This is an optimization exercise on Yosys and OpenROAD, whose aim is small area, a short achievable clock period and few clock cycles, not a production implementation. At most, simulation tests tie the RTL to the original design; equivalence was not proved. Function not checked in runs 1 and 6: the RTL went through the layout flow alone. Power figures rest on the tool's default switching activity, not on a simulated workload.

===== flow/config.mk =====
export PLATFORM = sky130hd
export DESIGN_NAME = hexcrc
export DESIGN_NICKNAME = hexcrc
export VERILOG_FILES = /design/flow/design.v
export SDC_FILE = /design/flow/constraint.sdc
export NUM_CORES = 4
export LEC_CHECK = 0
export CAP_MARGIN = 20
export CORE_MARGIN = 2
export CORE_UTILIZATION = 50
export PLACE_DENSITY = 0.65
export SETUP_SLACK_MARGIN = 4.5
export SLEW_MARGIN = 20

===== flow/constraint.sdc =====
create_clock -name core_clock -period 7.0 [get_ports {clk}]
set_input_delay 1.4000 -clock core_clock [delete_from_list [all_inputs] [get_ports {clk}]]
set_output_delay 1.4000 -clock core_clock [all_outputs]
set_load 0.01 [all_outputs]

===== flow/design.v =====
module hexcrc (
    input  wire        clk,
    input  wire        rst,           
    input  wire        start,         
    input  wire [31:0] start_addr,
    input  wire [31:0] end_addr,
    output reg         busy,
    input  wire        in_valid,
    input  wire [7:0]  in_data,
    input  wire        in_end,        
    output wire        in_ready,
    output reg         done,          
    output wire [1:0]  status,        
    output wire [3:0]  err_code,      
    output wire [15:0] crc            
);
    localparam LK = 5;             
    localparam [3:0] E_TOO_SHORT  = 4'd1,
                     E_BAD_START  = 4'd2,
                     E_BAD_DIGIT  = 4'd3,
                     E_LENGTH     = 4'd4,
                     E_CHECKSUM   = 4'd5,
                     E_UNKNOWN    = 4'd6,
                     E_BAD_ELA    = 4'd7,
                     E_AFTER_EOF  = 4'd8;
    localparam [1:0] L_LEAD    = 2'd0,   
                     L_RECORD  = 2'd1,   
                     L_COMMENT = 2'd2,   
                     L_OTHER   = 2'd3;   
    localparam [2:0] F_CNT  = 3'd0, F_AH = 3'd1, F_AL = 3'd2, F_TYPE = 3'd3,
                     F_DATA = 3'd4, F_CK = 3'd5, F_DONE = 3'd6, F_OVER = 3'd7;
    function [15:0] crc_step;
        input [7:0]  b;
        input [15:0] s;
        integer i;
        reg [15:0] t;
        begin
            t = s ^ {b, 8'h00};
            for (i = 0; i < 8; i = i + 1)
                t = t[15] ? ({t[14:0], 1'b0} ^ 16'h1021) : {t[14:0], 1'b0};
            crc_step = t;
        end
    endfunction
    reg        p_idle;
    reg        p_init;          
    reg        p_run;           
    reg        p_gap;           
    reg        p_t0;            
    reg        p_t1;            
    reg        p_ts;            
    reg        p_tail;          
    reg        rdy;
    reg        dv;              
    reg [31:0] win_start, win_end;
    reg [15:0] acc;             
    reg [31:0] cursor;          
    reg        cursor_set;
    reg [15:0] xaddr;           
    reg [32:0] addr;            
    reg        eof_seen;
    reg        stopped;         
    reg        refused;         
    reg        failed;
    reg [3:0]  fail_code;
    reg        tail_skip;       
    reg        lt_start_q, ge_end_q, lt_cur_q, gt_cur_q;
    reg        d_end, d_le, d_nc, d_hex, d_colon, d_hash;    
    reg [3:0]  d_val;
    reg [1:0]  lkind;
    reg [3:0]  cnt11;           
    reg        ge11;            
    reg        ws_seen;         
    reg        bad_digit;
    reg        par;             
    reg [3:0]  hi_nib;
    reg [7:0]  sum;
    reg [2:0]  field;
    reg [7:0]  nb;              
    reg        n_is2;
    reg        t_data, t_eof, t_ela, t_bad;
    reg        first_db;        
    reg        blw;             
    reg        gapped;          
    reg        c_lo_q;          
    reg        big_q;           
    reg        lonz_q;          
    reg        big_pre_q;       
    reg        lonz_pre_q;      
    reg        stop_pend;       
    reg        refuse_pend;     
    assign in_ready = rdy;
    assign status   = {refused, failed};
    assign err_code = fail_code;
    assign crc      = acc;
    wire       consume  = dv && p_run;
    wire       line_end = d_le;
    wire [7:0] cur_byte = {hi_nib, d_val};
    wire       drain    = failed || stopped || refused;
    wire       nib      = (lkind == L_RECORD) && d_nc;
    wire       db       = nib && (field == F_DATA) && t_data && !drain;
    wire       gap_go   = consume && db && !par && first_db && cursor_set &&
                          !lt_start_q && !ge_end_q && gt_cur_q;
    wire       emit     = db && par;
    wire [32:0] addr_inc = addr + 33'd1;
    wire [17:0] d_lo     = {1'b0, addr[16:0]} + {1'b0, ~cursor[16:0]};
    wire [16:0] d_hi     = {1'b0, addr[32:17]} + {2'b11, ~cursor[31:17]} + {16'd0, c_lo_q};
    wire [33:0] d_cur1   = {d_hi, d_lo[16:0]};
    wire [31-LK:0] f_hi = cursor[31:LK];
    wire [LK-1:0]  f_lo = cursor[LK-1:0];
    wire           f_hi_nz = big_q;
    wire           f_lo_nz = lonz_q;
    wire           filling = p_gap || p_tail;
    wire           f_end   = !f_hi_nz && !f_lo_nz;
    wire           finish  = p_tail && (tail_skip || f_end);
    wire [15:0] step1 = crc_step(filling ? 8'hFF : cur_byte, acc);
    wire [15:0] ffk;
    assign ffk[0] = acc[0] ^ acc[1] ^ acc[6] ^ acc[7] ^ acc[10] ^ acc[12] ^ acc[13] ^ acc[14];
    assign ffk[1] = acc[1] ^ acc[2] ^ acc[7] ^ acc[8] ^ acc[11] ^ acc[13] ^ acc[14] ^ acc[15];
    assign ffk[2] = ~(acc[2] ^ acc[3] ^ acc[8] ^ acc[9] ^ acc[12] ^ acc[14] ^ acc[15]);
    assign ffk[3] = acc[0] ^ acc[3] ^ acc[4] ^ acc[9] ^ acc[10] ^ acc[13] ^ acc[15];
    assign ffk[4] = ~(acc[1] ^ acc[4] ^ acc[5] ^ acc[10] ^ acc[11] ^ acc[14]);
    assign ffk[5] = ~(acc[0] ^ acc[1] ^ acc[2] ^ acc[5] ^ acc[7] ^ acc[10] ^ acc[11] ^ acc[13] ^ acc[14] ^ acc[15]);
    assign ffk[6] = acc[1] ^ acc[2] ^ acc[3] ^ acc[6] ^ acc[8] ^ acc[11] ^ acc[12] ^ acc[14] ^ acc[15];
    assign ffk[7] = ~(acc[2] ^ acc[3] ^ acc[4] ^ acc[7] ^ acc[9] ^ acc[12] ^ acc[13] ^ acc[15]);
    assign ffk[8] = acc[3] ^ acc[4] ^ acc[5] ^ acc[8] ^ acc[10] ^ acc[13] ^ acc[14];
    assign ffk[9] = acc[0] ^ acc[4] ^ acc[5] ^ acc[6] ^ acc[9] ^ acc[11] ^ acc[14] ^ acc[15];
    assign ffk[10] = ~(acc[0] ^ acc[1] ^ acc[5] ^ acc[6] ^ acc[7] ^ acc[10] ^ acc[12] ^ acc[15]);
    assign ffk[11] = acc[0] ^ acc[1] ^ acc[2] ^ acc[6] ^ acc[7] ^ acc[8] ^ acc[11] ^ acc[13];
    assign ffk[12] = acc[2] ^ acc[3] ^ acc[6] ^ acc[8] ^ acc[9] ^ acc[10] ^ acc[13];
    assign ffk[13] = acc[3] ^ acc[4] ^ acc[7] ^ acc[9] ^ acc[10] ^ acc[11] ^ acc[14];
    assign ffk[14] = acc[4] ^ acc[5] ^ acc[8] ^ acc[10] ^ acc[11] ^ acc[12] ^ acc[15];
    assign ffk[15] = ~(acc[0] ^ acc[5] ^ acc[6] ^ acc[9] ^ acc[11] ^ acc[12] ^ acc[13]);
    reg        line_err;
    reg [3:0]  line_code;
    always @* begin
        line_err  = 1'b0;
        line_code = 4'd0;
        case (lkind)
            L_OTHER: begin
                line_err  = 1'b1;
                line_code = ge11 ? E_BAD_START : E_TOO_SHORT;
            end
            L_RECORD: begin
                line_err = 1'b1;
                if (!ge11)                     line_code = E_TOO_SHORT;
                else if (bad_digit)            line_code = E_BAD_DIGIT;
                else if (field != F_DONE)      line_code = E_LENGTH;
                else if (sum != 8'h00)         line_code = E_CHECKSUM;
                else if (t_data && eof_seen)   line_code = E_AFTER_EOF;
                else if (t_ela && !n_is2)      line_code = E_BAD_ELA;
                else if (t_bad)                line_code = E_UNKNOWN;
                else                           line_err = 1'b0;
            end
            default: ;
        endcase
    end
    always @(posedge clk) begin
        if (rst) begin
            p_idle <= 1'b1;
            p_init <= 1'b0;
            p_run  <= 1'b0;
            p_gap  <= 1'b0;
            p_t0   <= 1'b0;
            p_t1   <= 1'b0;
            p_ts   <= 1'b0;
            p_tail <= 1'b0;
            busy  <= 1'b0;
            done  <= 1'b0;
            rdy   <= 1'b0;
            dv    <= 1'b0;
        end else begin
            done <= 1'b0;
            if (rdy)
                dv <= in_valid;
            else if (consume)
                dv <= 1'b0;
            if (rdy && in_valid && in_end)
                rdy <= 1'b0;
            if (p_idle && start) begin
                p_idle <= 1'b0;
                p_init <= 1'b1;
                busy   <= 1'b1;
                rdy    <= 1'b1;
            end
            if (p_init) begin
                p_init <= 1'b0;
                p_run  <= 1'b1;
            end
            if (consume && d_end) begin
                p_run <= 1'b0;
                p_t0  <= 1'b1;
            end else if (gap_go) begin
                p_run <= 1'b0;
                p_gap <= 1'b1;
                rdy   <= 1'b0;
            end
            if (p_gap && f_end) begin
                p_gap <= 1'b0;
                p_run <= 1'b1;
                rdy   <= !(dv && d_end);
            end
            if (p_t0) begin
                p_t0   <= 1'b0;
                p_t1   <= 1'b1;
            end
            if (p_t1) begin
                p_t1   <= 1'b0;
                p_ts   <= 1'b1;
            end
            if (p_ts) begin
                p_ts   <= 1'b0;
                p_tail <= 1'b1;
            end
            if (finish) begin
                p_tail <= 1'b0;
                p_idle <= 1'b1;
                busy   <= 1'b0;
                done   <= 1'b1;
            end
        end
    end
    always @(posedge clk) begin
        if (!dv || p_run) begin
            d_end   <= in_end;
            d_le    <= in_end || (in_data == 8'h0A);
            d_nc    <= !in_end && !((in_data == 8'h20) || (in_data == 8'h09) ||
                                    (in_data >= 8'h0A && in_data <= 8'h0D));
            d_hex   <= (in_data >= "0" && in_data <= "9") ||
                       (in_data >= "A" && in_data <= "F") ||
                       (in_data >= "a" && in_data <= "f");
            d_val   <= in_data[6] ? (in_data[3:0] + 4'd9) : in_data[3:0];
            d_colon <= (in_data == ":");
            d_hash  <= (in_data == "#");
        end
        lt_start_q <= addr < {1'b0, win_start};
        ge_end_q   <= !(addr < {1'b0, win_end});
        lt_cur_q   <= d_cur1[33] && !(&d_cur1);
        c_lo_q     <= d_lo[17];
        big_pre_q  <= |d_cur1[31:LK];
        lonz_pre_q <= |d_cur1[LK-1:0];
        gt_cur_q   <= !d_cur1[33];
    end
    always @(posedge clk) begin
        if (p_idle) begin
            win_start <= start_addr;
            win_end   <= end_addr;
            cursor    <= start_addr;
        end
        if (p_init) begin
                acc         <= 16'hFFFF;
                cursor_set  <= 1'b0;
                xaddr       <= 16'd0;
                eof_seen    <= 1'b0;
                stopped     <= 1'b0;
                refused     <= 1'b0;
                failed      <= 1'b0;
                fail_code   <= 4'd0;
                lkind       <= L_LEAD;
                cnt11       <= 4'd0;
                ge11        <= 1'b0;
                ws_seen     <= 1'b0;
                bad_digit   <= 1'b0;
                par         <= 1'b0;
                sum         <= 8'h00;
                field       <= F_CNT;
                stop_pend   <= 1'b0;
                refuse_pend <= 1'b0;
        end
        if (consume) begin
                if (line_end) begin
                    if (!drain) begin
                        if (line_err) begin
                            failed    <= 1'b1;
                            fail_code <= line_code;
                        end else if (lkind == L_RECORD) begin
                            if (t_eof) eof_seen <= 1'b1;
                            if (t_data) begin
                                stopped <= stop_pend;
                                refused <= refuse_pend;
                            end
                        end
                    end
                    lkind       <= L_LEAD;
                    cnt11       <= 4'd0;
                    ge11        <= 1'b0;
                    ws_seen     <= 1'b0;
                    bad_digit   <= 1'b0;
                    par         <= 1'b0;
                    sum         <= 8'h00;
                    field       <= F_CNT;
                    stop_pend   <= 1'b0;
                    refuse_pend <= 1'b0;
                    if (d_end)
                        addr <= {1'b0, win_end};     
                end else if (!d_nc) begin
                    if (lkind != L_LEAD) begin
                        ws_seen <= 1'b1;
                        if (cnt11 != 4'd15) cnt11 <= cnt11 + 4'd1;
                    end
                end else begin
                    if (lkind == L_LEAD) begin
                        lkind <= d_colon ? L_RECORD : d_hash ? L_COMMENT : L_OTHER;
                        cnt11 <= 4'd1;
                    end else begin
                        if (cnt11 != 4'd15) cnt11 <= cnt11 + 4'd1;
                        if (cnt11 >= 4'd10) ge11 <= 1'b1;
                    end
                    if (nib) begin
                        if (ws_seen || !d_hex) bad_digit <= 1'b1;
                        par <= !par;
                        if (field == F_DONE || field == F_OVER) begin
                            field <= F_OVER;
                        end else if (!par) begin
                            hi_nib <= d_val;
                        end else begin
                            sum <= sum + cur_byte;
                            case (field)
                                F_CNT: begin
                                    nb    <= cur_byte;
                                    n_is2 <= (cur_byte == 8'd2);
                                    field <= F_AH;
                                end
                                F_AH: begin
                                    addr[15:8] <= cur_byte;
                                    field      <= F_AL;
                                end
                                F_AL: begin
                                    addr  <= {1'b0, xaddr, addr[15:8], cur_byte};
                                    field <= F_TYPE;
                                end
                                F_TYPE: begin
                                    t_data   <= (cur_byte == 8'h00);
                                    t_eof    <= (cur_byte == 8'h01);
                                    t_ela    <= (cur_byte == 8'h04);
                                    t_bad    <= (cur_byte > 8'h05);
                                    first_db <= 1'b1;
                                    blw      <= 1'b0;
                                    field    <= (nb == 8'd0) ? F_CK : F_DATA;
                                end
                                F_DATA: begin
                                    nb       <= nb - 8'd1;
                                    first_db <= 1'b0;
                                    if (nb == 8'd1) field <= F_CK;
                                    if (t_ela && !drain) begin
                                        if (nb[0]) xaddr[7:0]  <= cur_byte;
                                        else       xaddr[15:8] <= cur_byte;
                                    end
                                end
                                default: field <= F_DONE;    
                            endcase
                        end
                    end
                    if (gap_go) begin
                        cursor <= d_cur1[31:0];
                        big_q  <= big_pre_q;
                        lonz_q <= lonz_pre_q;
                        gapped <= 1'b1;
                    end
                    if (emit) begin
                        gapped <= 1'b0;
                        blw    <= lt_start_q;
                        if (lt_start_q) begin
                            addr <= addr_inc;
                        end else if (ge_end_q) begin
                            stop_pend <= 1'b1;
                        end else if (cursor_set && !gapped && (first_db ? lt_cur_q : blw)) begin
                            refuse_pend <= 1'b1;
                        end else begin
                            acc        <= step1;
                            cursor     <= addr_inc[31:0];
                            cursor_set <= 1'b1;
                            addr       <= addr_inc;
                        end
                    end
                end
            end
        if (p_t1)
            cursor <= d_cur1[31:0];
        if (p_ts) begin
            tail_skip <= failed || refused || !gt_cur_q;
            big_q     <= big_pre_q;
            lonz_q    <= lonz_pre_q;
        end
        if (p_gap || (p_tail && !tail_skip)) begin
                begin
                    if (f_hi_nz) begin
                        acc           <= ffk;
                        cursor[31:LK] <= f_hi - 1'b1;
                        big_q         <= |f_hi[31-LK:1];
                    end else begin
                        acc <= step1;
                        if (f_lo_nz) begin
                            cursor[LK-1:0] <= f_lo - 1'b1;
                            lonz_q         <= |f_lo[LK-1:1];
                        end
                    end
                end
        end
    end
endmodule

===== flow/flow/run.sh =====
#!/bin/bash
# Standard layout (the standard.sh: standard synthesis, floorplan, place,
# CTS, route, finish), except that the port buffers are buf_1 cells instead of
# the delay cells buffer_ports picks by default.  Every port still gets its
# own buffer.  make's full output goes to standard.log in the work folder;
# ORFS keeps each step's log under orfs/logs/.
set -euo pipefail
export BUFFER_PORTS_ARGS="-buffer_cell sky130_fd_sc_hd__buf_1"
bash standard.sh > standard.log 2>&1

===== flow/standard.sh =====
#!/bin/bash
# synth_recipe.tcl (not shown) runs the flow's synth.tcl, then flattens the netlist and writes it again
# the make line also repeats each setting of config.mk as NAME=value (left out here)
make -C /OpenROAD-flow-scripts/flow DESIGN_CONFIG=/design/flow/config.mk WORK_HOME=/design/flow/orfs CLKGATE_MAP_FILE= SYNTH_SCRIPT=/design/flow/synth_recipe.tcl "${@:-finish}"

==> metrics.md, run 1 <==
| Metric | Value |
|---|---|
| Height of the die | 186 µm |
| TNS Setup | 0 ps |
| Worst-margin pin slew | 845 ps |
| Wire per inst | 22.1 µm |
| Synth Area in Compound Gates | 18.9% |
| Worst reg2reg path depth | 13 |
| Grt ovf | 0 |
| Adder-cell area share of the yosys netlist | 8.91% |
| Leak | 8.13 nW |
| Worst r2r src | addr[17]$_DFFE_PP_ |
| TritonCTS clock tree | done |
| H-tree depth | 1 |
| Peak supply drop | 0.222 mV |
| Fin cells | 2529 |
| Cell taking the most area after synthesis | edfxtp_1 |
| Initial antenna violation count | 1 |
| Global-route wire length before repair | 83400 µm |
| Hold_sp | p_t0$_SDFF_PP0_ |
| Antenna Cells | 0 |
| Post-route ant nets | 0 |
| Iteration-0 DRC Markers | 1746 |
| Crit Reg-Reg Endpoint | lt_cur_q$_DFF_P_ |
| Yosys warns | 1 |
| Placer Congestion | 0.985 |
| Flops & latches, synth | 245 |
| Post-route clock period utilization | 47.7% |
| Post-route cell area | 0.0206 mm² |
| Fmax | 300 MHz |
| WL met2 | 24700 µm |
| CTS Buf Count | 29 |
| Fin worst setup slack | 3660 ps |
| Met1 WL | 23300 µm |
| Largest family of logic cells by synthesized area | compound AO/OA/AOI/OAI gates |
| Final setup fails | 0 |
| Slew Limit Fails | 0 |
| Longest Clk Path Bufs | 3 |
| Max FO, Critical Path | 3 |
| Pin count of the biggest net entering global routing | 84 |
| Area Overhead vs Synth | 25.0% |
| # IOs | 102 |
| Final hold vios | 0 |
| Clk_skew | 20.7 ps |
| Place WS | 3530 ps |
| Post-synth EDFFs | 128 |
| Cell Area, Placed | 0.0173 mm² |
| Port Buf Inserts | 101 |
| Setup Crit Path Kind | reg -> reg |
| Simple-gate portion of the synthesized area | 16.5% |
| Die ar. | 0.0344 mm² |
| # DRC | 0 |
| Crit path launch type | flip-flop |
| Global Route Usage Sum | 31.8% |
| Yosys top cell area share | 23.3% |
| Relative slew slack | 43.6% |
| Critical path endpoint category | flip-flop |
| DR pass1 iterations | 7 |
| Vias post-DR | 15426 |
| Hold path depth | 1 |
| WP data required | 7480 ps |
| Mux cell area share after synthesis | 3.22% |
| PD cells | 191 mW/mm² |
| Final-stage net count | 2256 |
| Num rows | 66 |
| R2R setup slack | 3660 ps |
| Dpl cells | 2339 |
| Routed met3 length | 5480 µm |
| Vias per cell | 6.10 |
| Min-Delay Endpoint | p_t0$_SDFF_PP0_ |
| Syn_nets | 2066 |
| Unrepaired setup endpoints after global routing | true |
| Root cell of the clock tree | clkbuf_16 |
| Max Cap Viol | 0 |
| Power, Total | 3.93 mW |
| Cell area after synthesis | 0.0165 mm² |
| Sequential area share after synthesis | 37.5% |
| Die Span X | 186 µm |
| CTS clock-pin slew for the worst setup and hold paths | 70 ps |
| Final min period | 3340 ps |
| Vias in the first global route | 14372 |
| Worst hold slack | 420 ps |
| Layout cells sized above 1 | 21.6% |
| Most common cell in the synthesized netlist | nand2_1 |
| Critical path startpoint | addr[17]$_DFFE_PP_ |
| Most common library cells after synthesis | nand2_1 (185), o21ai_0 (145), nor2_1 (144) |
| Run status | timing/DRC/antenna clean |
| Starting Density | 50.7% |
| Syn avg cell area | 8.80 µm² |
| Post-synthesis cell count | 1874 |
| Critical path arrival | 3810 ps |
| Main flop type after synthesis | edfxtp_1 |
| CTS Sinks | 245 |
| Unique masters post-synth | 84 |
| Core Box Area | 0.0325 mm² |
| Post-synthesis async set-or-reset flop share | 0% |
| Final WL | 56000 µm |
| Top Layer Used | met4 |
| Hold buffer count at cts | 0 |
| XOR/XNOR Fraction of Synth Area | 9.72% |
| Detailed placement HPWL | 37500 µm |
| Dominant cells by area after synthesis | edfxtp_1 (23%), dfxtp_1 (14%), ha_1 (8.4%), xnor2_1 (6.9%), o21ai_0 (4.4%) |
| Tightest Hold Check Type | reg -> reg |
| Final core utilization | 63.3% |
| Clock latency (worst-skew pair) | 590 ps |
registers in the layout, indices dropped and copies added, names as in the netlist, 2 cells and up:
register and count:
addr 33, cursor 32, win_end 32, win_start 32, acc 16, xaddr 16
nb 8, sum 8, cnt11 4, d_val 4, fail_code 4, hi_nib 4
field 3, lkind 2
cells by family after synthesis:
family	count (synthesis)
AO/OA/AOI/OAI	486
XOR/XNOR	183
adder cells (fa/ha/maj)	115
buffers and inverters	225
flip-flops	245
multiplexers	52
AND/OR/NAND/NOR	568
layer usage:
layer,vias up,global-route usage [%]
li1,7167,-
met1,7335,43.2
met2,768,49.2
met3,156,7.10
met4,0,12.4
met5,-,0
worst max-delay path by stage:
stage and end:
2_1_floorplan lt_cur_q$_DFF_P_, 3_3_place_gp cursor[12]$_DFF_P_, 3_5_place_dp cursor[9]$_DFF_P_, 4_1_cts lt_cur_q$_DFF_P_, 5_1_grt lt_cur_q$_DFF_P_, 6_report lt_cur_q$_DFF_P_
layout make-up:
| class | instances | area, µm² |
|---|---|---|
| flip-flops and latches | 245 | 6290 |
| well taps | 442 | 553 |
| clock buffers | 42 | 866 |
| fillers | 2728 | 11900 |
| multi-input cells | 1408 | 10600 |
| clock inverters | 12 | 136 |
| repair buffers | 255 | 1700 |
| inverters | 125 | 469 |
cells in the final DEF, fill, tap and decap left out, types with 11 or more instances in the layout:
cell	instances
inv_1	122
nand3_1	41
nor3_1	33
nand2_1	172
buf_6	20
buf_4	133
ha_4	13
a21o_1	24
buf_2	13
a211oi_1	15
clkbuf_16	30
nor2_1	126
and3_1	15
o21ai_1	28
ha_1	96
a21oi_2	12
or3_1	11
a21oi_1	99
nand4_1	32
dfxtp_2	11
o221ai_1	34
o21ai_0	117
xnor2_1	118
nor2b_1	13
xor2_1	40
xor2_2	11
a22oi_1	18
o211ai_1	12
nand2b_1	12
dfxtp_1	83
nor4_1	15
dfxtp_4	23
mux2i_1	44
edfxtp_1	128
buf_1	79
critical path, cell delays in order, from the launching register on:
cell and delay [ps]:
edfxtp_1 420, inv_2 100, fa_2 210, inv_2 40, fa_2 360, a211oi_4 290, o21ai_2 130, nand2_1 90
xnor2_1 240, and4_2 310, nand4_1 100, or4b_1 570, nor4_2 320, nor2_1 70
power by group:
part	total [mW]	switching, mW	internal [mW]	leakage, nW
registers	1.65	0.0708	1.58	2.21
logic	0.695	0.412	0.283	5.43
clock network	1.59	0.650	0.936	0.492
total	3.93	1.13	2.80	8.13
timing repair:
item,4_1_cts,5_1_grt
resized for setup,196,119
cloned,4,0
buffers inserted,86,46
endpoints found under the setup margin,118,88
pin swaps,61,57
==> run 2, diff against run 1 <==
--- a/flow/design.v
+++ b/flow/design.v
@@ -234,7 +234,7 @@
         end
         lt_start_q <= addr < {1'b0, win_start};
         ge_end_q   <= !(addr < {1'b0, win_end});
-        lt_cur_q   <= d_cur1[33] && !(&d_cur1);
+        lt_cur_q   <= d_cur1[33] && (addr != {1'b0, cursor});
         c_lo_q     <= d_lo[17];
         big_pre_q  <= |d_cur1[31:LK];
         lonz_pre_q <= |d_cur1[LK-1:0];
--- a/flow/config.mk
+++ b/flow/config.mk
@@ -9,5 +9,5 @@
 export CORE_MARGIN = 2
 export CORE_UTILIZATION = 50
 export PLACE_DENSITY = 0.65
-export SETUP_SLACK_MARGIN = 4.5
+export SETUP_SLACK_MARGIN = 4.35
 export SLEW_MARGIN = 20
==> run 2 against run 1 <==
Net effect: still clean on timing, DRC and antenna; area after synthesis rose by 1.3%; count of clock-buffer cells in the layout is 9 lower; clock power rose by 4%; die area up 1.3%; sequential share of layout area rose by 1.0 points; routed wire length decreased by 1.6%; cell count decreased by 0.28%; largest cell class unchanged.
==> metrics.md, run 2 <==
| Metric | Value |
|---|---|
| Wire per inst | 21.8 µm (-1.3%) |
| Post-synthesis async set-or-reset flop share | 0% (unchanged) |
| H-tree depth | 1 (unchanged) |
| Placer Congestion | 0.981 (-0.39%) |
| Most common cell in the synthesized netlist | nand2_1 |
| Tightest Hold Check Type | reg -> reg |
| Area Overhead vs Synth | 18.3% |
| Global-route wire length before repair | 83800 µm (+0.45%) |
| Most frequent cells in the layout | nand2_1 (179), nor2_1 (155), xnor2_1 (135), edfxtp_1 (128), o21ai_0 (126) |
| Main flop type after synthesis | edfxtp_1 |
| Clock power share | 42.2% (+1.9 points) |
| Largest register FFs | 33 (unchanged) |
| Die ar. | 0.0349 mm² (+1.3%) |
| Worst hold slack | 420 ps (+0.0430 ps) |
| Final core utilization | 60.4% (-2.9 points) |
| Global Route Usage Sum | 30.6% (-1.2 points) |
| Sw Ratio | 27.7% (-1.1 points) |
| Run status | timing/DRC/antenna clean |
| Yosys top cell area share | 23.0% (-0.31 points) |
| Flops & latches, synth | 245 (unchanged) |
| Hold buffer count at cts | 0 (unchanged) |
| Vias post-DR | 15369 (-0.37%) |
| Setup Crit Path Kind | reg -> reg |
| Critical path startpoint | addr[22]$_DFFE_PP_ |
| Int Power | 2.84 mW (+1.6%) |
| CTS Buf Count | 29 (unchanged) |
| Post-route ant nets | 0 (unchanged) |
| Iteration-0 DRC Markers | 1604 (-8.1%) |
| Die Span X | 187 µm (+0.65%) |
| Vias in the first global route | 14515 (+0.99%) |
| Clk_skew | 20.1 ps (-0.546 ps) |
| Worst-margin pin slew | 762 ps (-83.1 ps) |
| Combinational power share | 16.0% (-1.7 points) |
| Unique masters post-synth | 86 (+2.4%) |
| Syn_nets | 2113 (+2.3%) |
| Leak | 7.94 nW (-2.3%) |
| Initial antenna violation count | 1 (unchanged) |
| Most common cell after layout, fill and taps aside | nand2_1 |
| Num rows | 66 (unchanged) |
| Vias per cell | 6.09 (about the same) |
| Core Box Area | 0.0327 mm² (+0.51%) |
| Slew Limit Fails | 0 (unchanged) |
| Sequential area share after synthesis | 37.0% (-0.49 points) |
| Clock latency (worst-skew pair) | 580 ps (about the same) |
| Final min period | 2870 ps (-465 ps) |
| Unrepaired setup endpoints after global routing | true |
| Height of the die | 187 µm (+0.65%) |
| Final setup fails | 0 (unchanged) |
| Starting Density | 51.1% (+0.41 points) |
| Fmax | 348 MHz (+16%) |
| Cell area after synthesis | 0.0167 mm² (+1.3%) |
| Post-synth EDFFs | 128 (unchanged) |
| Cell taking the most area after synthesis | edfxtp_1 |
| Final hold vios | 0 (unchanged) |
| Dominant cells by area after synthesis | edfxtp_1 (23%), dfxtp_1 (14%), ha_1 (8.4%), xnor2_1 (7.5%), nand2_1 (4.1%) |
| Peak supply drop | 0.197 mV (-11%) |
| Longest Clk Path Bufs | 3 (unchanged) |
| Final WL | 55100 µm (-1.6%) |
| Root cell of the clock tree | clkbuf_16 |
| Crit path launch type | flip-flop |
| PD cells | 199 mW/mm² (+4.3%) |
| DR pass1 iterations | 8 (+1) |
| Yosys warns | 1 (unchanged) |
| Layout cells sized above 1 | 14.0% (-7.6 points) |
| # DRC | 0 (unchanged) |
| Max Cap Viol | 0 (unchanged) |
| Pin count of the biggest net entering global routing | 57 (-32%) |
| Port Buf Inserts | 101 (unchanged) |
| Reg power frac | 41.8% (-0.2 points) |
| Post-synthesis cell count | 1920 (+2.5%) |
| Relative slew slack | 49.1% (+5.5 points) |
| Critical path endpoint category | flip-flop |
| Worst r2r src | addr[22]$_DFFE_PP_ |
| CTS clock-pin slew for the worst setup and hold paths | 60 ps (about the same) |
| Hold_sp | p_t0$_SDFF_PP0_ |
| Final-stage net count | 2249 (-0.31%) |
| # IOs | 102 (unchanged) |
| Post-route clock period utilization | 41.0% (-6.6 points) |
| P_sw | 1.09 mW (-3.9%) |
| Syn avg cell area | 8.70 µm² (-1.1%) |
| TritonCTS clock tree | done |
| Most common library cells after synthesis | nand2_1 (182), nor2_1 (162), xnor2_1 (144) |
| Critical path arrival | 3380 ps (-430 ps) |
| WP data required | 7500 ps (+20 ps) |
| Grt ovf | 0 (unchanged) |
| Max FO, Critical Path | 7 (+4) |
| Largest Register | addr |
| Detailed placement HPWL | 38200 µm (+2.0%) |
| CTS Sinks | 245 (unchanged) |
| TNS Setup | 0 ps (unchanged) |
## run 2: cell count changes after synthesis, sizes merged, moves of 8 or more
cell | before | now
o221ai | 38 | 13
nor2 | 145 | 165
a22oi | 25 | 7
a21oi | 112 | 127
xor2 | 53 | 38
o22ai | 9 | 23
xnor2 | 130 | 144
a31oi | 6 | 19
o211ai | 12 | 22
a211oi | 21 | 13
o21ai | 155 | 147
## run 2: repair_timing
action / in CTS / in global routing
gates resized for setup: 66 / 82
setup endpoints to repair: 91 / 79
pin swaps: 19 / 29
cloned: 1 / 0
setup buffers: 49 / 33
## run 2: final timing paths
kind | end | slack [ps] | cells after the start
min reg2reg | p_t0$_SDFF_PP0_ | 420 | 1
max reg2reg | cursor[31]$_DFF_P_ | 4130 | 8
min | p_t0$_SDFF_PP0_ | 420 | 1
max | cursor[31]$_DFF_P_ | 4130 | 8
## run 2: per-layer routing
layer	global-route usage [%]	vias up	wire (µm)
met5	0	-	0
met4	10.4	0	1890
met3	8.05	131	6100
met2	45.8	746	23500
met1	42.7	7285	23600
li1	-	7207	-
## run 2: through the flow
step	power [mW]	setup slack, ps	instances	area, µm²
3_5_place_dp	2.23	3850	2384	17400
3_3_place_gp	2.23	3860	2384	17400
4_1_cts	3.91	4140	2488	19100
2_1_floorplan	2.06	4280	1920	16700
5_1_grt	4.07	4020	2522	19800
6_report	3.93	4130	2522	19800
## run 2: critical path, cell delays in order (launching register included)
cell	delay, ps
edfxtp_1	630
ha_1	410
nor3_1	440
a31oi_4	210
a221oi_4	350
a21oi_2	100
a211o_1	260
a221o_1	320
o21ai_1	70
## run 2: kinds of logic after synthesis
| kind of cell | count (synthesis) | share of synthesized area, % |
|---|---|---|
| buffers and inverters | 231 | 5.49 |
| DFF | 245 | 37.0 |
| adders and majority gates | 116 | 8.87 |
| and+or+nand+nor | 606 | 17.7 |
| AOI/OAI and AO/OA | 494 | 18.6 |
| xor gates and xnor gates | 182 | 9.54 |
| muxes | 46 | 2.77 |
## run 2: final cells by class
class	instances	area, µm²
Fill cell	2879	12900
Inverter	125	474
Sequential cell	245	6230
Antenna cell	1	2.50
Multi-Input combinational cell	1445	10200
Timing Repair Buffer	210	1260
Clock buffer	33	761
Tap cell	442	553
Clock inverter	21	278
## run 2: power by group through the flow
stage,clock network [mW],registers (mW),logic [mW]
global route,1.73,1.65,0.685
floorplan,0,1.66,0.400
detailed placement,0,1.68,0.552
CTS,1.68,1.64,0.583
finish,1.66,1.65,0.628
global placement,0,1.68,0.547
Testbench counts of run 2, summed over its fixed seeds: cycles 137,353.
==> run 3, diff against run 2 <==
--- a/flow/config.mk
+++ b/flow/config.mk
@@ -9,5 +9,5 @@
 export CORE_MARGIN = 2
 export CORE_UTILIZATION = 50
 export PLACE_DENSITY = 0.65
-export SETUP_SLACK_MARGIN = 4.35
+export SETUP_SLACK_MARGIN = 4.2
 export SLEW_MARGIN = 20
==> run 3 against run 2 <==
Net effect: count of clock-buffer cells in the layout rose by 7; hold slack got worse by 1.8 ps; first-iteration DRC count rose by 14%; die area did not move; design area fell by 3.4%; fmax fell by 3.8%; clock power fell by 15%; combinational power fell by 4.0%; critical path type unchanged; largest cell class unchanged; highest routed layer is now met5.
==> metrics.md, run 3 <==
| Metric | Value |
|---|---|
| Run status | timing/DRC/antenna clean |
| H-tree depth | 1 (unchanged) |
| PD cells | 192 mW/mm² (-3.5%) |
| Antenna Cells | 0 (-1) |
| Longest Clk Path Bufs | 3 (unchanged) |
| Critical path arrival | 3420 ps (+40 ps) |
| # DRC | 0 (unchanged) |
| Root cell of the clock tree | clkbuf_16 |
| Largest Register | addr |
| Worst reg2reg path depth | 7 (-1) |
| Height of the die | 187 µm (unchanged) |
| TNS Setup | 0 ps (unchanged) |
| Global Route Usage Sum | 30.0% (-0.61 points) |
| Max FO, Critical Path | 7 (unchanged) |
| Critical path startpoint | addr[22]$_DFFE_PP_ |
| Final WL | 54000 µm (-2.0%) |
| Most common library cells after synthesis | nand2_1 (182), nor2_1 (162), xnor2_1 (144) |
| Worst-margin pin slew | 937 ps (+174 ps) |
| Iteration-0 DRC Markers | 1822 (+14%) |
| Unique masters post-synth | 86 (unchanged) |
| CTS Buf Count | 28 (-3.4%) |
| Grt ovf | 0 (unchanged) |
| CTS Sinks | 245 (unchanged) |
| Final hold vios | 0 (unchanged) |
| Dpl cells | 2382 (-0.084%) |
| Max Cap Viol | 0 (unchanged) |
| Tightest Hold Check Type | reg -> reg |
| Detailed placement HPWL | 38500 µm (+0.56%) |
| Global-route wire length before repair | 82200 µm (-1.9%) |
| Final setup fails | 0 (unchanged) |
| TritonCTS clock tree | done |
| Gr busiest metal | met2 |
| Syn_nets | 2113 (unchanged) |
| Global-route track usage on met1 | 43.1% (+0.31 points) |
| Initial antenna violation count | 1 (unchanged) |
| Dominant cells by area after synthesis | edfxtp_1 (23%), dfxtp_1 (14%), ha_1 (8.4%), xnor2_1 (7.5%), nand2_1 (4.1%) |
| Worst r2r src | addr[22]$_DFFE_PP_ |
| Post-route clock period utilization | 42.6% (+1.6 points) |
| R2R setup slack | 4020 ps (-110 ps) |
| Cell taking the most area after synthesis | edfxtp_1 |
| Wire per inst | 21.7 µm (-0.74%) |
| Main flop type after synthesis | edfxtp_1 |
| M3 GR Usage | 6.32% (-1.7 points) |
| Layout cells sized above 1 | 10.3% (-3.7 points) |
| Core Box Area | 0.0327 mm² (unchanged) |
| Post-synthesis async set-or-reset flop share | 0% (unchanged) |
| Die Span X | 187 µm (unchanged) |
| Largest register FFs | 33 (unchanged) |
| Placer Congestion | 0.977 (-0.44%) |
| Sequential area share after synthesis | 37.0% (unchanged) |
| Met2 Resource Use GR | 45.0% (-0.74 points) |
| Leak | 7.61 nW (-4.1%) |
| Critical path endpoint category | flip-flop |
| Starting Density | 51.1% (unchanged) |
| Unrepaired setup endpoints after global routing | true |
| Port Buf Inserts | 101 (unchanged) |
| Final min period | 2980 ps (+114 ps) |
| Yosys warns | 1 (unchanged) |
| Most common cell after layout, fill and taps aside | nand2_1 |
| Fmax | 335 MHz (-3.8%) |
| Post-route ant nets | 0 (unchanged) |
| CTS clock-pin slew for the worst setup and hold paths | 60 ps (about the same) |
| Pin count of the biggest net entering global routing | 73 (+28%) |
| Vias post-DR | 15137 (-1.5%) |
| Yosys top cell area share | 23.0% (unchanged) |
| Vias per cell | 6.08 (-0.20%) |
| Syn avg cell area | 8.70 µm² (unchanged) |
| Most common cell in the synthesized netlist | nand2_1 |
| Slew Limit Fails | 0 (unchanged) |
| Final-stage net count | 2218 (-1.4%) |
| Peak supply drop | 0.190 mV (-3.6%) |
| Relative slew slack | 37.3% (-12 points) |
| Cell area after synthesis | 0.0167 mm² (unchanged) |
| Area Overhead vs Synth | 14.3% |
| Crit Reg-Reg Endpoint | big_pre_q$_DFF_P_ |
| Fin cells | 2489 (-1.3%) |
| # IOs | 102 (unchanged) |
| Crit path launch type | flip-flop |
| Post-synthesis cell count | 1920 (unchanged) |
| Clock latency (worst-skew pair) | 570 ps (about the same) |
| WP data required | 7440 ps (-60 ps) |
| Num rows | 66 (unchanged) |
| Die ar. | 0.0349 mm² (unchanged) |
| Flops & latches, synth | 245 (unchanged) |
| Most frequent cells in the layout | nand2_1 (182), nor2_1 (158), xnor2_1 (139), edfxtp_1 (128), o21ai_0 (124) |
| Post-synth EDFFs | 128 (unchanged) |
| Clk_skew | 19.5 ps (-0.574 ps) |
| Vias in the first global route | 14071 (-3.1%) |
| Crit path capture | big_pre_q$_DFF_P_ |
| Setup Crit Path Kind | reg -> reg |
| DR pass1 iterations | 6 (-2) |
## run 3: report_power, final
part / internal [mW] / switching (mW) / leakage (nW)
registers: 1.58 / 0.0687 / 2.21
logic: 0.246 / 0.358 / 4.98
clock network: 0.787 / 0.623 / 0.428
total: 2.62 / 1.05 / 7.61
## run 3: per-stage QoR
step	hold WS, ps	setup slack, ps	instance area [µm²]	power [mW]	utilization [%]
3_3_place_gp	402	3670	17400	2.22	53.2
3_5_place_dp	401	3630	17400	2.23	53.2
4_1_cts	417	3980	18600	3.65	57.0
2_1_floorplan	389	4200	16700	2.06	-
5_1_grt	466	3950	19100	3.81	58.4
6_report	418	4020	19100	3.67	58.4
## run 3: worst max-delay path, cell delays in order, from the launching register on
cell,delay (ps)
edfxtp_1,660
ha_1,420
nor3_1,470
a31oi_4,200
o211ai_1,510
nand4_1,230
nor4_2,250
nand4bb_1,120
## run 3: timing repair
item / in CTS / in global routing
gates resized for setup: 36 / 58
buffers inserted: 25 / 28
hold buffers: 0 / 0
pin swaps: 15 / 21
cloned: 2 / 0
setup endpoints to repair: 67 / 64
## run 3: area by class of cell
type	count	area, µm²
well taps	442	553
fillers	3009	13600
repair inverters	1	5.00
flip-flops and latches	245	6200
inverters	125	475
repair buffers	179	997
clock buffers	40	796
clock inverters	12	66.3
multi-input cells	1445	10000
## run 3: worst min path at each step
stage | startpoint | endpoint | slack [ps] | depth (start not counted)
detailed placement | p_t0$_SDFF_PP0_ | p_t0$_SDFF_PP0_ | 400 | 1
global route | p_t0$_SDFF_PP0_ | p_t0$_SDFF_PP0_ | 470 | 1
CTS | p_t0$_SDFF_PP0_ | p_t0$_SDFF_PP0_ | 420 | 1
global placement | p_t0$_SDFF_PP0_ | p_t0$_SDFF_PP0_ | 400 | 1
floorplan | p_t0$_SDFF_PP0_ | p_t0$_SDFF_PP0_ | 390 | 1
finish | p_t0$_SDFF_PP0_ | p_t0$_SDFF_PP0_ | 420 | 1
## run 3: kinds of logic (layout without fill, tap and decap cells)
| kind of cell | count (synthesis) | in the layout | share of synthesized area [%] |
|---|---|---|---|
| buffers and inverters | 231 | 357 | 5.49 |
| xor gates and xnor gates | 182 | 182 | 9.54 |
| DFF | 245 | 245 | 37.0 |
| adders and majority gates | 116 | 116 | 8.87 |
| AOI/OAI and AO/OA | 494 | 494 | 18.6 |
| and+or+nand+nor | 606 | 607 | 17.7 |
| muxes | 46 | 46 | 2.77 |
## run 3: routing by layer
metal / share of wire, % / vias up
met5: 0.022 / -
met4: 3.1 / 2
met3: 10 / 99
met2: 43 / 725
met1: 44 / 7174
li1: - / 7137
==> run 4, diff against run 3 <==
--- a/flow/config.mk
+++ b/flow/config.mk
@@ -8,6 +8,7 @@
 export CAP_MARGIN = 20
 export CORE_MARGIN = 2
 export CORE_UTILIZATION = 50
+export CTS_BUF_LIST = sky130_fd_sc_hd__clkbuf_4 sky130_fd_sc_hd__clkbuf_8
 export PLACE_DENSITY = 0.65
 export SETUP_SLACK_MARGIN = 4.2
 export SLEW_MARGIN = 20
==> run 4 against run 3 <==
Net effect: still clean; sequential power barely moved; highest routed layer is now met4; area after synthesis unchanged; sequential share of layout area fell by 0.21 points; via count is 1.3% higher; largest cell class unchanged.
==> metrics.md, run 4 <==
| Metric | Value |
|---|---|
| Run status | timing/DRC/antenna clean |
| H-tree depth | 2 (+1) |
| PD cells | 192 mW/mm² (about the same) |
| Post-synth EDFFs | 128 (unchanged) |
| Relative slew slack | 40.1% (+2.8 points) |
| Die ar. | 0.0349 mm² (unchanged) |
| Starting Density | 51.1% (unchanged) |
| Leak | 7.74 nW (+1.6%) |
| Reg power frac | 44.8% (-0.3 points) |
| TNS Setup | 0 ps (unchanged) |
| TritonCTS clock tree | done |
| Antenna Cells | 0 (unchanged) |
| Area Overhead vs Synth | 15.1% |
| Setup Crit Path Kind | reg -> reg |
| Dpl cells | 2382 (unchanged) |
| Fin cells | 2525 (+1.4%) |
| Tightest Hold Check Type | reg -> reg |
| Multi-input gate area | 0.0100 mm² (about the same) |
| CTS Buf Count | 45 (+61%) |
| Global-route wire length before repair | 82400 µm (+0.27%) |
| CP max-delay cell | edfxtp_1 |
| Worst-margin pin slew | 895 ps (-42.2 ps) |
| Port Buf Inserts | 101 (unchanged) |
| Height of the die | 187 µm (unchanged) |
| Yosys warns | 1 (unchanged) |
| Final-stage net count | 2241 (+1.0%) |
| Post-synthesis async set-or-reset flop share | 0% (unchanged) |
| # DRC | 0 (unchanged) |
| Vias post-DR | 15329 (+1.3%) |
| Crit path launch type | flip-flop |
| Grt ovf | 0 (unchanged) |
| Hold buffer count at cts | 0 (unchanged) |
| Power, Total | 3.69 mW (+0.71%) |
| FILL cells | 2995 (-0.47%) |
| Pin count of the biggest net entering global routing | 73 (unchanged) |
| P_sw | 1.07 mW (+1.6%) |
| DR pass1 iterations | 5 (-1) |
| Clock latency (worst-skew pair) | 590 ps (+20 ps) |
| Main flop type after synthesis | edfxtp_1 |
| Final min period | 2970 ps (-13.1 ps) |
| Slew Limit Fails | 0 (unchanged) |
| Longest Clk Path Bufs | 3 (unchanged) |
| Die Span X | 187 µm (unchanged) |
| # IOs | 102 (unchanged) |
| Num rows | 66 (unchanged) |
| Largest incremental delay on the critical path | 660 ps (about the same) |
| Final setup fails | 0 (unchanged) |
| Sw Ratio | 28.9% (+0.25 points) |
| CP Buf/Inv Count | 1 (+1) |
| Global Route Usage Sum | 30.2% (+0.23 points) |
| Flops & latches, synth | 245 (unchanged) |
| Critical path endpoint category | flip-flop |
| CTS Sinks | 245 (unchanged) |
| Reg area | 0.00621 mm² (about the same) |
| Yosys top cell area share | 23.0% (unchanged) |
| Post-route clock period utilization | 42.4% (-0.19 points) |
| Clock power share | 38.8% (+0.3 points) |
| WP data required | 7500 ps (+60 ps) |
| CTS clock-pin slew for the worst setup and hold paths | 60 ps (about the same) |
| Cell mode on critical path | a31oi_4 |
| Cell taking the most area after synthesis | edfxtp_1 |
| Unrepaired setup endpoints after global routing | true |
| Vias per cell | 6.07 (-0.18%) |
| Fin worst setup slack | 4030 ps (+13.1 ps) |
| Cell area after synthesis | 0.0167 mm² (unchanged) |
| Combinational power share | 16.4% (about the same) |
| Int Power | 2.63 mW (+0.35%) |
| Largest register FFs | 33 (unchanged) |
| Post-synthesis cell count | 1920 (unchanged) |
| Placer Congestion | 0.977 (unchanged) |
| Most common library cells after synthesis | nand2_1 (182), nor2_1 (162), xnor2_1 (144) |
| Peak supply drop | 0.128 mV (-33%) |
| Most frequent cells in the layout | nand2_1 (181), nor2_1 (158), xnor2_1 (139), edfxtp_1 (128), o21ai_0 (125) |
| Detailed placement HPWL | 38500 µm (unchanged) |
| Top Family by Delay on Critical Path | compound AO/OA/AOI/OAI gates |
| Crit-path cells | ha_1, nor3_1, a31oi_4, a221oi_4, a21oi_2, buf_4, or3_4, a31oi_4 |
| Vias in the first global route | 14209 (+0.98%) |
| Critical path arrival | 3470 ps (+50 ps) |
| Layout cells sized above 1 | 12.3% (+2.0 points) |
| Place WS | 3630 ps (unchanged) |
| Dominant cells by area after synthesis | edfxtp_1 (23%), dfxtp_1 (14%), ha_1 (8.4%), xnor2_1 (7.5%), nand2_1 (4.1%) |
| Post-route ant nets | 0 (unchanged) |
| Max FO, Critical Path | 7 (unchanged) |
| Most common cell in the synthesized netlist | nand2_1 |
| Syn avg cell area | 8.70 µm² (unchanged) |
| Clk_skew | 21.1 ps (+1.52 ps) |
| Core Box Area | 0.0327 mm² (unchanged) |
| Iteration-0 DRC Markers | 1863 (+2.3%) |
| Sequential area share after synthesis | 37.0% (unchanged) |
| Max Cap Viol | 0 (unchanged) |
| Initial antenna violation count | 0 (-1) |
| Largest Register | addr |
| Unique masters post-synth | 86 (unchanged) |
| Fmax | 337 MHz (+0.44%) |
| Syn_nets | 2113 (unchanged) |
| Final hold vios | 0 (unchanged) |
| Root cell of the clock tree | clkbuf_8 |
| Most common cell after layout, fill and taps aside | nand2_1 |
| Final WL | 54300 µm (+0.59%) |
| Wire per inst | 21.5 µm (-0.84%) |
[run 4: changes by cell type in the layout (fill, tap and decap cells not counted), sizes merged]
cell      previous run  this run
clkbuf              40        72
buf                179       185
clkinvlp             2         3
clkinv              12         9
[run 4: worst register-to-register path: cells and delay by family (launching register included)]
family,cells,cell delay [ps]
AO/OA/AOI/OAI,4,840
AND/OR/NAND/NOR,2,810
flip-flops,1,660
adder cells (fa/ha/maj),1,430
buffers and inverters,1,150
[run 4: what timing repair did]
action / CTS / global route
endpoints found under the setup margin: 69 / 61
cloned: 2 / 0
gates resized for setup: 36 / 61
pin swaps: 14 / 26
setup buffers: 25 / 34
[run 4: kinds of logic (layout without fill, tap and decap cells)]
group / Yosys count / count (layout) / share of synthesized area, %
AO/OA/AOI/OAI: 494 / 494 / 18.6
buffers and inverters: 231 / 393 / 5.49
flip-flops: 245 / 245 / 37.0
XOR/XNOR: 182 / 182 / 9.54
multiplexers: 46 / 46 / 2.77
adder cells (fa/ha/maj): 116 / 116 / 8.87
AND/OR/NAND/NOR: 606 / 607 / 17.7
[run 4: layout make-up]
type	count	share of cell area (%)
Timing Repair Buffer	185	5.46
Clock buffer	72	4.57
Clock inverter	10	0.273
Multi-Input combinational cell	1445	52.0
Tap cell	442	2.88
Sequential cell	245	32.3
Timing Repair inverter	1	0.0260
Inverter	125	2.47
[run 4: power by group through the flow]
| stage | Sequential, mW | Clock, mW | Combinational [mW] |
|---|---|---|---|
| 4_1_cts | 1.65 | 1.46 | 0.570 |
| 5_1_grt | 1.66 | 1.52 | 0.664 |
| 2_1_floorplan | 1.66 | 0 | 0.397 |
| 3_3_place_gp | 1.69 | 0 | 0.535 |
| 6_report | 1.65 | 1.43 | 0.606 |
| 3_5_place_dp | 1.69 | 0 | 0.542 |
[run 4: worst paths after layout]
kind / from / endpoint / slack [ps] / depth (start not counted)
worst max-delay path: addr[22]$_DFFE_PP_ / lt_cur_q$_DFF_P_ / 4030 / 8
worst min-delay path: p_t0$_SDFF_PP0_ / p_t0$_SDFF_PP0_ / 420 / 1
worst max register to register: addr[22]$_DFFE_PP_ / lt_cur_q$_DFF_P_ / 4030 / 8
worst min register to register: p_t0$_SDFF_PP0_ / p_t0$_SDFF_PP0_ / 420 / 1
[run 4: stage by stage]
| step | util (%) | hold slack, ps | instance area (µm²) |
|---|---|---|---|
| floorplan | - | 389 | 16700 |
| global placement | 53.2 | 402 | 17400 |
| detailed placement | 53.2 | 401 | 17400 |
| CTS | 57.2 | 417 | 18700 |
| global route | 58.8 | 466 | 19200 |
| finish | 58.8 | 416 | 19200 |
[run 4: layer usage]
layer	up-vias	track usage (%)	routed length, µm
met5	-	0	0
met4	0	10.6	1700
met3	117	7.30	5290
met2	712	45.3	23500
met1	7309	42.4	23800
li1	7191	-	-
==> run 5, diff against run 4 <==
==> flow/config.mk (replaced) <==
export PLATFORM = sky130hd
export DESIGN_NAME = hexcrc
export DESIGN_NICKNAME = hexcrc
export VERILOG_FILES = /design/flow/design.v
export SDC_FILE = /design/flow/constraint.sdc
export NUM_CORES = 4
export LEC_CHECK = 0
export CAP_MARGIN = 20
export CORE_MARGIN = 2
export CORE_UTILIZATION = 65
export PLACE_DENSITY = 0.75
export SETUP_SLACK_MARGIN = 3.9
export SLEW_MARGIN = 20
==> run 5 against run 4 <==
Net effect: sequential power about the same; global-route usage increased by 8.1 points; count of clock-buffer cells in the layout decreased by 35; largest power group unchanged; clock skew decreased by 1.2 ps; via count increased by 0.40%; synthesized cell count unchanged; largest cell class unchanged; utilization increased by 15 points; non-clock buffer count decreased by 28; critical path depth unchanged; cell count decreased by 6.8%; design area decreased by 3.3%; still clean; combinational power decreased by 3%.
==> metrics.md, run 5 <==
| Metric | Value |
|---|---|
| Run status | timing/DRC/antenna clean |
| Vias per cell | 6.54 (+7.7%) |
| Largest Register | addr |
| Most frequent cells in the layout | nand2_1 (182), nor2_1 (161), xnor2_1 (143), o21ai_0 (129), edfxtp_1 (128) |
| Hold path depth | 1 (unchanged) |
| Main flop type after synthesis | edfxtp_1 |
| DR pass1 iterations | 6 (+1) |
| Reg area | 0.00619 mm² (-0.18%) |
| Most common cell after layout, fill and taps aside | nand2_1 |
| Die ar. | 0.0270 mm² (-23%) |
| Worst reg2reg path depth | 8 (unchanged) |
| Grt ovf | 0 (unchanged) |
| Sequential area share after synthesis | 37.0% (unchanged) |
| Multi-input gate area | 0.00978 mm² (-2.2%) |
| Iteration-0 DRC Markers | 2134 (+15%) |
| Most common library cells after synthesis | nand2_1 (182), nor2_1 (162), xnor2_1 (144) |
| Final-stage net count | 2194 (-2.1%) |
| Tightest Hold Check Type | reg -> reg |
| Setup Crit Path Kind | reg -> reg |
| H-tree depth | 1 (-1) |
| Clock latency (worst-skew pair) | 550 ps (-40 ps) |
| Final WL | 52400 µm (-3.4%) |
| Min-Delay Endpoint | p_t0$_SDFF_PP0_ |
| Layout cells sized above 1 | 7.62% (-4.7 points) |
| Critical path endpoint category | flip-flop |
| Global-route wire length before repair | 78800 µm (-4.3%) |
| Longest Clk Path Bufs | 3 (unchanged) |
| Fmax | 326 MHz (-3.3%) |
| Area Overhead vs Synth | 11.3% |
| CTS Sinks | 245 (unchanged) |
| R2R setup slack | 3930 ps (-100 ps) |
| CTS clock-pin slew for the worst setup and hold paths | 70 ps (about the same) |
| Leak | 7.46 nW (-3.6%) |
| Slew Limit Fails | 0 (unchanged) |
| Clk_skew | 19.9 ps (-1.20 ps) |
| Largest register FFs | 33 (unchanged) |
| Post-route cell area | 0.0186 mm² (-3.3%) |
| Unique masters post-synth | 86 (unchanged) |
| Critical path arrival | 3490 ps (+20 ps) |
| Crit Reg-Reg Endpoint | cursor[21]$_DFF_P_ |
| Cell taking the most area after synthesis | edfxtp_1 |
| Wire per inst | 22.3 µm (+3.7%) |
| Max FO, Critical Path | 7 (unchanged) |
| Initial antenna violation count | 1 (+1) |
| Num rows | 58 (-12%) |
| Crit path launch type | flip-flop |
| Post-synthesis async set-or-reset flop share | 0% (unchanged) |
| Place WS | 3600 ps (-25.2 ps) |
| Final core utilization | 73.8% (+15 points) |
| Power, Total | 3.69 mW (about the same) |
| Unrepaired setup endpoints after global routing | true |
| Final hold vios | 0 (unchanged) |
| Most common cell in the synthesized netlist | nand2_1 |
| Die Span X | 164 µm (-12%) |
| Relative slew slack | 30.7% (-9.4 points) |
| Fin worst setup slack | 3930 ps (-101 ps) |
| Global Route Usage Sum | 38.3% (+8.1 points) |
| PD cells | 199 mW/mm² (+3.4%) |
| # IOs | 102 (unchanged) |
| Core Box Area | 0.0252 mm² (-23%) |
| Flops & latches, synth | 245 (unchanged) |
| Post-route clock period utilization | 43.9% (+1.4 points) |
| Post-route ant nets | 0 (unchanged) |
| Vias in the first global route | 14094 (-0.81%) |
| Root cell of the clock tree | clkbuf_16 |
| Post-synthesis cell count | 1920 (unchanged) |
| Cell Area, Placed | 0.0172 mm² (-1.2%) |
| Detailed placement HPWL | 37700 µm (-2.0%) |
| Worst r2r src | addr[12]$_DFFE_PP_ |
| CTS Buf Count | 27 (-40%) |
| FILL cells | 1916 (-36%) |
| Hold_sp | p_t0$_SDFF_PP0_ |
| Yosys top cell area share | 23.0% (unchanged) |
| Cell area after synthesis | 0.0167 mm² (unchanged) |
| TritonCTS clock tree | done |
| # DRC | 0 (unchanged) |
| Syn avg cell area | 8.70 µm² (unchanged) |
| Final min period | 3070 ps (+101 ps) |
| Starting Density | 66.3% (+15 points) |
| Syn_nets | 2113 (unchanged) |
| Vias post-DR | 15391 (+0.40%) |
| TNS Setup | 0 ps (unchanged) |
| Pin count of the biggest net entering global routing | 57 (-22%) |
| Max Cap Viol | 0 (unchanged) |
| Post-synth EDFFs | 128 (unchanged) |
| Placer Congestion | 0.996 (+2.0%) |
| Final setup fails | 0 (unchanged) |
| Height of the die | 164 µm (-12%) |
| WP data required | 7420 ps (-80 ps) |
| Yosys warns | 1 (unchanged) |
| Worst-margin pin slew | 1040 ps (+141 ps) |
| Dominant cells by area after synthesis | edfxtp_1 (23%), dfxtp_1 (14%), ha_1 (8.4%), xnor2_1 (7.5%), nand2_1 (4.1%) |
| Peak supply drop | 0.238 mV (+86%) |
| Port Buf Inserts | 101 (unchanged) |
run 5: final cells by class:
class / instances / area share (%)
timing repair buffer: 157 / 4.46
tap: 330 / 2.22
clock buffer: 37 / 4.11
antenna: 2 / 0.0269
clock inverter: 13 / 0.666
inverter: 125 / 2.54
multi-input combinational: 1445 / 52.6
sequential: 245 / 33.3
run 5: through the flow:
stage	std cells	hold WS (ps)
after floorplan	1920	389
after global placement	2264	403
after detailed placement	2264	404
after CTS	2318	412
after global routing	2352	444
final	2354	412
run 5: cells by family after synthesis:
logic type	after synthesis	share of synthesized area, %
mux	46	2.77
fa+ha+maj	116	8.87
xor+xnor	182	9.54
compound gates	494	18.6
flops	245	37.0
buf+inv	231	5.49
simple gates	606	17.7
run 5: worst max path at each step:
stage	slack (ps)	endpoint	from	cells past startpoint
finish	3930	cursor[21]$_DFF_P_	addr[12]$_DFFE_PP_	8
global route	3820	cursor[31]$_DFF_P_	cursor[17]$_DFF_P_	12
CTS	3900	big_pre_q$_DFF_P_	addr[2]$_DFFE_PP_	9
detailed placement	3600	cursor[31]$_DFF_P_	addr[17]$_DFFE_PP_	11
global placement	3690	cursor[31]$_DFF_P_	addr[17]$_DFFE_PP_	11
floorplan	4120	cursor[31]$_DFF_P_	addr[17]$_DFFE_PP_	11
run 5: where the power goes:
part | total (mW) | internal (mW) | switching [mW] | leakage, nW
Sequential | 1.66 | 1.58 | 0.0774 | 2.21
Clock | 1.44 | 0.838 | 0.606 | 0.438
Combinational | 0.586 | 0.236 | 0.350 | 4.82
Total | 3.69 | 2.66 | 1.03 | 7.46
run 5: per-layer routing:
metal / up-vias / wire, µm / GRT usage (%)
met4: 0 / 1850 / 13.5
met1: 7251 / 21600 / 52.5
met5: - / 0 / 0
met2: 917 / 22800 / 57.9
li1: 7096 / - / -
met3: 127 / 6290 / 10.7
run 5: critical path, stage by stage, from the launching register on:
cell      delay (ps)
edfxtp_1         670
nand4_1          240
or4_1            610
nor2_1           370
nand3_1          200
xor2_1           360
a22oi_1          110
o221ai_1         270
o21ai_1          100
run 5: what timing repair did:
action,in CTS,in global routing
pin swaps,1,16
buffers inserted,3,34
gates cloned,1,0
hold buffers,0,0
hold endpoints to repair,0,0
setup endpoints to repair,32,46
resized for setup,11,28
==> run 6, diff against run 5 <==
--- a/flow/design.v
+++ b/flow/design.v
@@ -234,7 +234,7 @@
         end
         lt_start_q <= addr < {1'b0, win_start};
         ge_end_q   <= !(addr < {1'b0, win_end});
-        lt_cur_q   <= d_cur1[33] && (addr != {1'b0, cursor});
+        lt_cur_q   <= d_cur1[33] && !(&d_cur1);
         c_lo_q     <= d_lo[17];
         big_pre_q  <= |d_cur1[31:LK];
         lonz_pre_q <= |d_cur1[LK-1:0];
--- a/flow/config.mk
+++ b/flow/config.mk
@@ -9,5 +9,5 @@
 export CORE_MARGIN = 2
 export CORE_UTILIZATION = 65
 export PLACE_DENSITY = 0.75
-export SETUP_SLACK_MARGIN = 3.9
+export SETUP_SLACK_MARGIN = 4.2
 export SLEW_MARGIN = 20
==> run 6 against run 5 <==
Net effect: area after synthesis fell by 1.3%; design area rose by 5.0%; first-iteration DRC count rose by 2.4%; die area fell by 1.3%; routed wire length rose by 2.8%.
==> metrics.md, run 6 <==
| Metric | Value |
|---|---|
| Antenna Cells | 0 (-2) |
| Starting Density | 65.9% (-0.49 points) |
| Final hold vios | 0 (unchanged) |
| Syn_nets | 2066 (-2.2%) |
| Die Span X | 163 µm (-0.64%) |
| Iteration-0 DRC Markers | 2185 (+2.4%) |
| Core Box Area | 0.0250 mm² (-0.58%) |
| Root cell of the clock tree | clkbuf_16 |
| Dominant cells by area after synthesis | edfxtp_1 (23%), dfxtp_1 (14%), ha_1 (8.4%), xnor2_1 (6.9%), o21ai_0 (4.4%) |
| Main flop type after synthesis | edfxtp_1 |
| Height of the die | 163 µm (-0.64%) |
| PD cells | 203 mW/mm² (+2.1%) |
| Clock power share | 40.8% (+1.7 points) |
| Longest Clk Path Bufs | 3 (unchanged) |
| Crit path launch type | flip-flop |
| Flops & latches, synth | 245 (unchanged) |
| Most common cell in the synthesized netlist | nand2_1 |
| Final-stage net count | 2202 (+0.36%) |
| Hold path depth | 1 (unchanged) |
| Worst reg2reg path depth | 14 (+6) |
| CTS Buf Count | 28 (+3.7%) |
| Wire per inst | 22.8 µm (+2.4%) |
| Peak supply drop | 0.222 mV (-6.9%) |
| TritonCTS clock tree | done |
| H-tree depth | 1 (unchanged) |
| Min-Delay Endpoint | p_t0$_SDFF_PP0_ |
| Tightest Hold Check Type | reg -> reg |
| Unique masters post-synth | 84 (-2.3%) |
| # IOs | 102 (unchanged) |
| Unrepaired setup endpoints after global routing | true |
| Grt ovf | 0 (unchanged) |
| Global Route Usage Sum | 38.9% (+0.61 points) |
| CTS clock-pin slew for the worst setup and hold paths | 60 ps (about the same) |
| Layout cells sized above 1 | 14.4% (+6.8 points) |
| Yosys warns | 1 (unchanged) |
| Vias per cell | 6.57 (+0.42%) |
| Largest incremental delay on the critical path | 540 ps (-130 ps) |
| WP data required | 7450 ps (+30 ps) |
| Fmax | 309 MHz (-5.2%) |
| Largest Register | addr |
| Dpl cells | 2224 (-1.8%) |
| Num rows | 58 (unchanged) |
| Cell area after synthesis | 0.0165 mm² (-1.3%) |
| Sequential area share after synthesis | 37.5% (+0.49 points) |
| # DRC | 0 (unchanged) |
| Crit-path cells | inv_2, fa_2, inv_2, fa_2, a211oi_4, buf_4, o21ai_2, a41oi_2, xnor2_2, and4_1, nand3_1, or4b_4, nor4_4, nor2_1 |
| Detailed placement HPWL | 35700 µm (-5.3%) |
| Post-synthesis async set-or-reset flop share | 0% (unchanged) |
| Sw Ratio | 27.7% (-0.28 points) |
| Combinational power share | 17.2% (+1.3 points) |
| FILL cells | 1747 (-8.8%) |
| CP max-delay cell | or4b_4 |
| P_sw | 1.10 mW (+6.2%) |
| Post-route ant nets | 0 (unchanged) |
| Power, Total | 3.96 mW (+7.2%) |
| Most frequent cells in the layout | nand2_1 (181), o21ai_0 (133), nor2_1 (132), edfxtp_1 (128), xnor2_1 (125) |
| Clk_skew | 40.9 ps (+21.1 ps) |
| Slew Limit Fails | 0 (unchanged) |
| Max Cap Viol | 0 (unchanged) |
| Global-route wire length before repair | 79600 µm (+0.93%) |
| Leak | 7.74 nW (+3.8%) |
| CTS Sinks | 245 (unchanged) |
| Critical path arrival | 3690 ps (+200 ps) |
| Syn avg cell area | 8.80 µm² (+1.1%) |
| Final min period | 3240 ps (+169 ps) |
| Setup Crit Path Kind | reg -> reg |
| Clock latency (worst-skew pair) | 590 ps (+40 ps) |
| Most common cell after layout, fill and taps aside | nand2_1 |
| Pin count of the biggest net entering global routing | 84 (+47%) |
| Die ar. | 0.0267 mm² (-1.3%) |
| Max FO, Critical Path | 2 (-5) |
| Placer Congestion | 1.01 (+1.9%) |
| Post-route clock period utilization | 46.3% (+2.4 points) |
| Cell taking the most area after synthesis | edfxtp_1 |
| Initial antenna violation count | 2 (+1) |
| Vias post-DR | 15508 (+0.76%) |
| Run status | timing/DRC/antenna clean |
| Port Buf Inserts | 101 (unchanged) |
| DR pass1 iterations | 8 (+2) |
| Worst r2r src | addr[17]$_DFFE_PP_ |
| Area Overhead vs Synth | 18.4% |
| Post-synth EDFFs | 128 (unchanged) |
| Worst-margin pin slew | 1140 ps (+105 ps) |
| Largest register FFs | 33 (unchanged) |
| Int Power | 2.86 mW (+7.7%) |
| Crit Reg-Reg Endpoint | lt_cur_q$_DFF_P_ |
| Final setup fails | 0 (unchanged) |
| Fin cells | 2362 (+0.34%) |
| Hold_sp | p_t0$_SDFF_PP0_ |
| Post-synthesis cell count | 1874 (-2.4%) |
| Vias in the first global route | 14203 (+0.77%) |
| Yosys top cell area share | 23.3% (+0.31 points) |
| Most common library cells after synthesis | nand2_1 (185), o21ai_0 (145), nor2_1 (144) |
| Relative slew slack | 23.7% (-7.0 points) |
| Final WL | 53900 µm (+2.8%) |
| Reg power frac | 42.0% (-3.0 points) |
| R2R setup slack | 3760 ps (-170 ps) |
| TNS Setup | 0 ps (unchanged) |
| Critical path endpoint category | flip-flop |
[run 6: final cells by class]
type | instances | area (µm²) | share of cell area, %
clock buffers | 34 | 723 | 3.70
clock inverters | 18 | 287 | 1.47
inverters | 125 | 469 | 2.40
multi-input cells | 1405 | 10200 | 52.4
flip-flops and latches | 245 | 6200 | 31.8
well taps | 330 | 413 | 2.11
repair buffers | 205 | 1210 | 6.18
[run 6: kinds of logic (layout without fill, tap and decap cells)]
group,after synthesis,after routing,synth area share [%]
multiplexers,52,52,3.22
AO/OA/AOI/OAI,486,487,18.9
AND/OR/NAND/NOR,568,568,16.5
buffers and inverters,225,382,5.23
adder cells (fa/ha/maj),115,115,8.91
flip-flops,245,245,37.5
XOR/XNOR,183,183,9.72
[run 6: how the worst max path moves through the flow]
stage | from | to | slack [ps] | cells after the start
floorplan | addr[17]$_DFFE_PP_ | lt_cur_q$_DFF_P_ | 3980 | 13
global placement | addr[17]$_DFFE_PP_ | lt_cur_q$_DFF_P_ | 3650 | 13
detailed placement | addr[17]$_DFFE_PP_ | lt_cur_q$_DFF_P_ | 3630 | 13
CTS | addr[17]$_DFFE_PP_ | lt_cur_q$_DFF_P_ | 3790 | 13
global route | addr[17]$_DFFE_PP_ | lt_cur_q$_DFF_P_ | 3640 | 14
finish | addr[17]$_DFFE_PP_ | lt_cur_q$_DFF_P_ | 3760 | 14
[run 6: repair_timing]
item,4_1_cts,5_1_grt
cloned,0,1
hold buffers,0,0
resized for setup,72,84
setup buffers,52,33
pin swaps,31,56
endpoints found under the setup margin,88,64
[run 6: through the flow]
stage / hold slack, ps / util [%] / instance area, µm² / setup WS (ps)
6_report: 424 / 78.0 / 19500 / 3760
5_1_grt: 454 / 78.0 / 19500 / 3640
4_1_cts: 417 / 75.5 / 18900 / 3790
3_5_place_dp: 402 / 68.3 / 17100 / 3630
3_3_place_gp: 399 / 68.3 / 17100 / 3650
2_1_floorplan: 389 / - / 16500 / 3980
[run 6: power groups by stage]
stage	logic [mW]	registers (mW)	clock network [mW]
finish	0.679	1.66	1.62
CTS	0.614	1.66	1.62
global route	0.731	1.67	1.67
floorplan	0.409	1.66	0
global placement	0.532	1.69	0
detailed placement	0.542	1.70	0
[run 6: metal layers]
metal	global-route usage, %	vias to the layer above	part of all wire, %
li1	-	7047	-
met1	54.6	7364	39
met2	59.0	937	43
met3	9.12	158	13
met4	13.2	2	3.7
met5	0	-	0.030
[run 6: worst max-delay path, delay by kind of cell, from the launching register on]
| family | cells | cell delay (ps) |
|---|---|---|
| and+or+nand+nor | 5 | 1020 |
| adders and majority gates | 2 | 630 |
| AOI/OAI and AO/OA | 3 | 560 |
| DFF | 1 | 420 |
| buffers and inverters | 3 | 290 |
| xor gates and xnor gates | 1 | 170 |

==> port drivers added, routing unchanged <==
In the flow no input, the clock included, has a driving cell. The finished layouts below were timed again as built, in two steps. Step 1 assumes that a clkbuf_16 drives the clock port and a buf_2 every other input. Step 2 moves the port delays by t, midway between the first and last clock arrival at a register: inputs arrive t later, outputs are due t later. That takes back most of the time a late clock gives input paths. Three values: ideal ports, drivers, drivers and shift; two values: the first two.
run | shift t [ns] | slack for setup (ns) | hold WS [ns]
run 1 | 0.633 | 3.664 / 3.664 / 3.664 | 0.420 / 0.420 / 0.420
run 2 | 0.628 | 4.130 / 4.130 / 4.076 | 0.420 / 0.420 / 0.420
run 3 | 0.612 | 4.016 / 4.016 / 4.016 | 0.418 / 0.418 / 0.418
run 4 | 0.627 | 4.029 / 4.029 / 4.029 | 0.416 / 0.416 / 0.416
run 5 | 0.593 | 3.928 / 3.928 / 3.928 | 0.412 / 0.412 / 0.412
run 6 | 0.623 | 3.759 / 3.759 / 3.759 | 0.424 / 0.424 / 0.424
After both steps every run listed still meets setup and hold. The setup slack of run 2, which loses most, moves by 0.000 ns with the drivers and by -0.054 ns with both steps.
